Context: an optimization exercise on an open-source flow, tuned for small area. The choices shown serve that exercise and are no tape-out recipe.
Function was checked by simulation only, so behaviour that the tests miss may differ from the original.
Power is estimated from default activity; no workload was simulated.

==> flow/design.v <==
module romprog_core (
    input  wire        clk,
    input  wire        rst,
    input  wire        rx_valid,
    input  wire [7:0]  rx_data,
    output wire        rx_ready,
    output wire        tx_valid,
    output wire [7:0]  tx_data,
    input  wire        tx_ready,
    output wire        flash_req_valid,
    output reg  [2:0]  flash_op,
    output wire [31:0] flash_addr,
    output wire [7:0]  flash_wdata,
    input  wire        flash_resp_valid,
    input  wire [7:0]  flash_rdata
);
    localparam [2:0] M_RX = 3'd0, M_CHK = 3'd1, M_XPREP = 3'd2, M_XREQ = 3'd3,
                     M_XPOST = 3'd4, M_XCRC = 3'd5, M_TOPEN = 3'd6, M_TBODY = 3'd7;
    localparam [1:0] D_IDLE = 2'd0, D_IN = 2'd1, D_ESC = 2'd2;
    reg  [2:0]   main;
    reg  [1:0]   dec;
    reg          tv;         
    reg  [5:0]   cnt;        
    reg  [6:0]   idx;        
    reg  [511:0] ring;
    reg  [7:0]   opc;
    reg  [7:0]   tl;         
    reg  [15:0]  A;          
    reg          hiA;        
    reg          L, Z;       
    reg  [1:0]   st;
    reg  [15:0]  C;          
    reg  [7:0]   R;          
    wire [7:0] ro = ring[511:504];         
    wire       slot_ok = (cnt == idx[5:0]);
    assign rx_ready = (main == M_RX) && ((dec == D_IDLE) || slot_ok);
    wire take  = rx_valid && rx_ready;
    wire is7E  = (rx_data == 8'h7E);
    wire is7D  = (rx_data == 8'h7D);
    wire full  = (idx == 7'd71);
    wire app   = take && !is7E && !full &&
                 (((dec == D_IN) && !is7D) || (dec == D_ESC));
    wire [7:0] v = rx_data ^ {2'b00, (dec == D_ESC), 5'b00000};
    wire [6:0] n = idx;
    wire op_ping = (opc == 8'd0), op_id = (opc == 8'd1), op_rd = (opc == 8'd2),
         op_wr = (opc == 8'd3), op_crc = (opc == 8'd4), op_er = (opc == 8'd5),
         op_chip = (opc == 8'd6);
    wire hdr_ok = (tl == {1'b0, n});
    wire len_ok = ((op_ping || op_id || op_chip) && n == 7'd3) ||
                  (op_rd && n == 7'd8) || (op_wr && n >= 7'd8) ||
                  ((op_crc || op_er) && n == 7'd11);
    wire [7:0] ab   = cnt[0] ? A[7:0] : A[15:8];
    wire       b_lt = (ab < ro);
    wire       b_eq = (ab == ro);
    wire       ro_z = (ro == 8'd0);
    wire       c7   = (cnt == 6'd7), c8 = (cnt == 6'd8), c10 = (cnt == 6'd10);
    wire       cr   = op_crc || op_er;
    wire [7:0] sm  = {2'b00, A[5:0]} + {1'b0, op_rd ? ro[6:0] : n};
    wire       rw_ok  = (A[14:6] != 9'h1FF) || (sm[7:6] == 2'b00) ||
                        (op_rd ? (sm == 8'd64) : (sm[7:3] == 5'b01000));
    wire       rd_ok  = rw_ok && !ro_z;
    wire       b_ok   = L && Z && ro_z;
    wire       badlen = op_rd && (ro[7] || (ro[6] && ro[5:0] != 6'd0));
    wire       rng_ok = !hiA && (op_rd ? rd_ok : op_wr ? rw_ok : b_ok);
    wire [1:0] status = (!hdr_ok || !len_ok) ? 2'd1 :
                        badlen ? 2'd3 :
                        ((op_rd || op_wr || cr) && !rng_ok) ? 2'd2 : 2'd0;
    wire       chk_fin = (cr && hdr_ok && len_ok) ? c10 : c7;
    wire ringw  = op_rd || op_id;
    wire step_a = op_rd || op_wr || op_crc || op_er;
    wire idx_tl = (idx == tl[6:0]);
    wire done   = (op_rd || op_wr) ? idx_tl :
                  cr ? (c8 && Z && L && b_eq) :
                  op_id ? (idx == 7'd7) : (idx == 7'd4);
    assign flash_req_valid = (main == M_XREQ);
    assign flash_addr      = {16'd0, A};
    assign flash_wdata     = R;
    always @(*) begin
        case (opc[2:0])
            3'd1: flash_op = {1'b1, idx[2] & ~idx[1], idx[2] & (idx[1] ^ idx[0])};
            3'd3: flash_op = 3'd1;
            3'd5: flash_op = 3'd2;
            3'd6: flash_op = 3'd3;
            default: flash_op = 3'd0;
        endcase
    end
    wire crc_step = (main == M_XCRC);
    wire crc_d    = R[~cnt[2:0]];
    wire crc_fb   = C[15] ^ crc_d;
    wire crc_al   = (cnt[3:0] == {~A[0], 3'b000});    
    wire crc_clr  = (main == M_RX) || (main == M_CHK);
    wire       keep_tl = op_rd && (st == 2'd0);
    wire [6:0] rlen = (st != 2'd0) ? 7'd4 :
                      op_ping ? 7'd11 :
                      (op_id || op_crc) ? 7'd6 : 7'd4;
    wire close  = idx_tl;
    wire mk     = (main == M_TOPEN) || close;
    wire R_esc  = (R == 8'h7E) || (R == 8'h7D);
    assign tx_valid = tv;
    assign tx_data  = mk ? 8'h7E : R_esc ? 8'h7D : R;
    reg [7:0] x;
    always @(*) begin
        case (idx)
            7'd0: x = opc;
            7'd1: x = tl;
            7'd2: x = 8'h00;
            7'd3: x = {6'd0, st};
            default: begin
                if (op_ping) begin
                    case (idx[2:0])
                        3'd4: x = 8'h01;
                        3'd7: x = 8'h80;
                        3'd2: x = 8'h40;
                        default: x = 8'h00;
                    endcase
                end else if (op_crc) x = idx[0] ? C[15:8] : C[7:0];
                else x = ro;
            end
        endcase
    end
    wire load_ok = (op_crc && idx[2]) ? crc_al : slot_ok;
    reg       rwe;
    reg [7:0] rwd;
    always @(*) begin
        rwe = 1'b0;
        rwd = R;
        if (main == M_RX) begin
            rwe = app && slot_ok;
            rwd = v;
        end else if (main == M_XPOST) begin
            rwe = ringw && slot_ok;
        end
    end
    always @(posedge clk)
        ring <= {ring[503:0], rwe ? rwd : ro};
    always @(posedge clk) begin
        if (rst) cnt <= 6'd0;
        else     cnt <= cnt + 6'd1;
    end
    always @(posedge clk) begin
        C <= {C[14:12], C[11] ^ (crc_step & crc_fb), C[10:5],
              C[4] ^ (crc_step & crc_fb), C[3:0], (C[15] & ~crc_clr) ^ (crc_step & crc_d)};
    end
    always @(posedge clk) begin
        if (rst) begin
            main <= M_RX;
            dec  <= D_IDLE;
            tv   <= 1'b0;
        end else begin
            case (main)
                M_RX: if (take) begin
                    case (dec)
                        D_IDLE: if (is7E) begin idx <= 7'd0; dec <= D_IN; end
                        D_IN: begin
                            if (is7E) begin
                                if (idx != 7'd0) begin main <= M_CHK; dec <= D_IDLE; end
                            end else if (is7D) dec <= D_ESC;
                            else if (full) begin idx <= 7'd0; dec <= D_IDLE; end
                        end
                        default: begin
                            if (is7E) begin idx <= 7'd0; dec <= D_IN; end
                            else if (full) begin idx <= 7'd0; dec <= D_IDLE; end
                            else dec <= D_IN;
                        end
                    endcase
                    if (app) begin
                        idx <= idx + 7'd1;
                        case (idx)
                            7'd0: begin opc <= v; A <= 16'd0; end
                            7'd1: tl <= v;
                            7'd2: tl[7] <= tl[7] | (v != 8'd0);
                            7'd3: A[7:0] <= v;
                            7'd4: begin A[14:8] <= v[6:0]; hiA <= v[7]; end
                            7'd5, 7'd6: hiA <= hiA | (v != 8'd0);
                            default: ;
                        endcase
                    end
                end
                M_CHK: begin
                    if (c7) begin
                        L <= b_lt;
                        Z <= ro_z;
                    end
                    if (c8) begin
                        L <= b_lt || (b_eq && L);
                        Z <= (!ro[7] || (ro == 8'h80 && Z)) &&
                             (!op_er || (Z && ro[3:0] == 4'd0 && A[11:0] == 12'd0));
                    end
                    if (cnt == 6'd9)
                        Z <= Z && ro_z;
                    if (chk_fin) begin
                        Z   <= 1'b0;
                        st  <= status;
                        if (!op_wr) tl <= {1'b0, 7'd4 + ro[6:0]};
                        idx <= op_wr ? 7'd7 : op_rd ? 7'd4 : 7'd3;
                        main <= (status != 2'd0 || op_ping) ? M_TOPEN : M_XPREP;
                    end
                end
                M_XPREP: begin
                    if (c7) begin
                        L <= b_eq;
                        Z <= 1'b1;
                    end
                    if (done)
                        main <= M_TOPEN;
                    else if (!(op_wr && !slot_ok) && !(cr && !(c8 && Z))) begin
                        R <= op_wr ? x : 8'd0;
                        main <= M_XREQ;
                    end
                end
                M_XREQ: if (flash_resp_valid) begin
                    Z <= 1'b0;
                    R <= flash_rdata;
                    if (step_a) A <= A + (op_er ? 16'd4096 : 16'd1);
                    main <= M_XPOST;
                end
                M_XPOST: begin
                    if (op_crc) begin
                        if (cnt[3:0] == {~A[0], 3'b111}) main <= M_XCRC;
                    end else if (!ringw || slot_ok) begin
                        idx <= idx + 7'd1;
                        main <= M_XPREP;
                    end
                end
                M_XCRC: if (cnt[2:0] == 3'b111) begin
                    main <= M_XPREP;
                end
                M_TOPEN: begin
                    if (!tv) begin
                        if (!keep_tl) tl <= {1'b0, rlen};
                        tv <= 1'b1;
                    end else if (tx_ready) begin
                        tv  <= 1'b0;
                        idx <= 7'd0;
                        main <= M_TBODY;
                    end
                end
                M_TBODY: begin
                    if (!tv) begin
                        if (close || load_ok) begin
                            R  <= x;
                            tv <= 1'b1;
                        end
                    end else if (tx_ready) begin
                        if (close) begin
                            tv <= 1'b0;
                            main <= M_RX;
                        end else if (R_esc) begin
                            R[5] <= ~R[5];
                        end else begin
                            tv <= 1'b0;
                            idx <= idx + 7'd1;
                        end
                    end
                end
            endcase
        end
    end
endmodule
Settings: LEC_CHECK=0, CAP_MARGIN=20, CORE_MARGIN=2, CORE_UTILIZATION=60, PLACE_DENSITY=0.75, SLEW_MARGIN=20; clock period 10.0 ns.
standard.sh (not shown) runs the stock make flow with config.mk's settings and CLKGATE_MAP_FILE= SYNTH_SCRIPT=/design/flow/synth_recipe.tcl, a recipe that flattens the netlist after the stock synthesis.
==> flow/flow/run.sh <==
#!/bin/bash
# Layout flow: the standard ORFS layout (standard.sh), with these changes:
#  - the port buffers are the smallest buffer cell, buf_1, instead of the one
#    buffer_ports picks by default (clkdlybuf4s50_1);
#  - clock tree synthesis clusters more sinks per buffer and inserts no dummy
#    loads;
#  - before global routing, gates on paths with slack are sized down
#    (pre_grt.tcl); global routing's repair then fixes slew and capacitance.
# Each tool's full output stays in orfs/logs/ (ORFS writes one log per step);
# the make output is kept in flow_make.log.
set -euo pipefail
export BUFFER_PORTS_ARGS="-buffer_cell sky130_fd_sc_hd__buf_1"
export CTS_ARGS="-sink_clustering_enable -repair_clock_nets -dont_use_dummy_load -sink_clustering_size 30 -sink_clustering_max_diameter 80"
export PRE_GLOBAL_ROUTE_TCL="$PWD/flow/pre_grt.tcl"
bash standard.sh > flow_make.log 2>&1
==> flow/flow/pre_grt.tcl <==
# Runs at the start of ORFS's global route step (PRE_GLOBAL_ROUTE_TCL), on the
# placed design with its clock tree: size down gates on paths with slack. The
# global route step then repairs slew and capacitance as usual.
estimate_parasitics -placement
repair_timing -recover_power 100 -match_cell_footprint -verbose
detailed_placement
The starting point finished clean.
Next try:
==> flow/flow/run.sh (replaced) <==
#!/bin/bash
# Layout flow: the standard ORFS layout (standard.sh), with two changes:
#  - the port buffers are the smallest buffer cell, buf_1, instead of the one
#    buffer_ports picks by default (clkdlybuf4s50_1);
#  - clock tree synthesis clusters more sinks per buffer and inserts no dummy
#    loads.
# Each tool's full output stays in orfs/logs/ (ORFS writes one log per step);
# the make output is kept in flow_make.log.
set -euo pipefail
export BUFFER_PORTS_ARGS="-buffer_cell sky130_fd_sc_hd__buf_1"
export CTS_ARGS="-sink_clustering_enable -repair_clock_nets -dont_use_dummy_load -sink_clustering_size 30 -sink_clustering_max_diameter 80"
bash standard.sh > flow_make.log 2>&1
removed: flow/flow/pre_grt.tcl
After rerunning: Sequential power barely changes. Wire length barely changes. Die area stays the same. Worst hold slack hardly moves. Setup slack got worse by 55 ps. Non-clock buffer count drops by 2. Sequential share of layout area decreases by 0.12 points. Utilization grows by 0.12 points. Design area barely changes. Final cell count is about the same. Area after synthesis stays the same.

port drivers added, routing unchanged:
The results above use ideal ports. As a check the final layouts listed here were re-extracted and re-timed, cells and wires unchanged. Step 1, drivers: a clkbuf_16 drives clk and a buf_2 each remaining input, both assumed. Step 2 adds t to the input delays and takes it off the output delays; t is the mean of the earliest and latest rising clock arrival at the registers after step 1. Input paths then give back, and output paths get back, about the clock's delay inside the block. Three values: ideal, step 1, step 2; two values: the first two.
run	t (ns)	slack for setup (ns)	hold WS [ns]	worst register clock-pin slew, ns
the first run	0.605	4.938 / 4.885 / 4.651	0.306 / 0.306 / 0.306	0.11 / 0.11
the second run	0.603	4.883 / 4.831 / 4.828	0.307 / 0.307 / 0.307	0.11 / 0.11
After both steps every run listed still meets setup and hold. The setup slack of the first run, which loses most, moves by -0.053 ns with the drivers and by -0.287 ns with both steps.
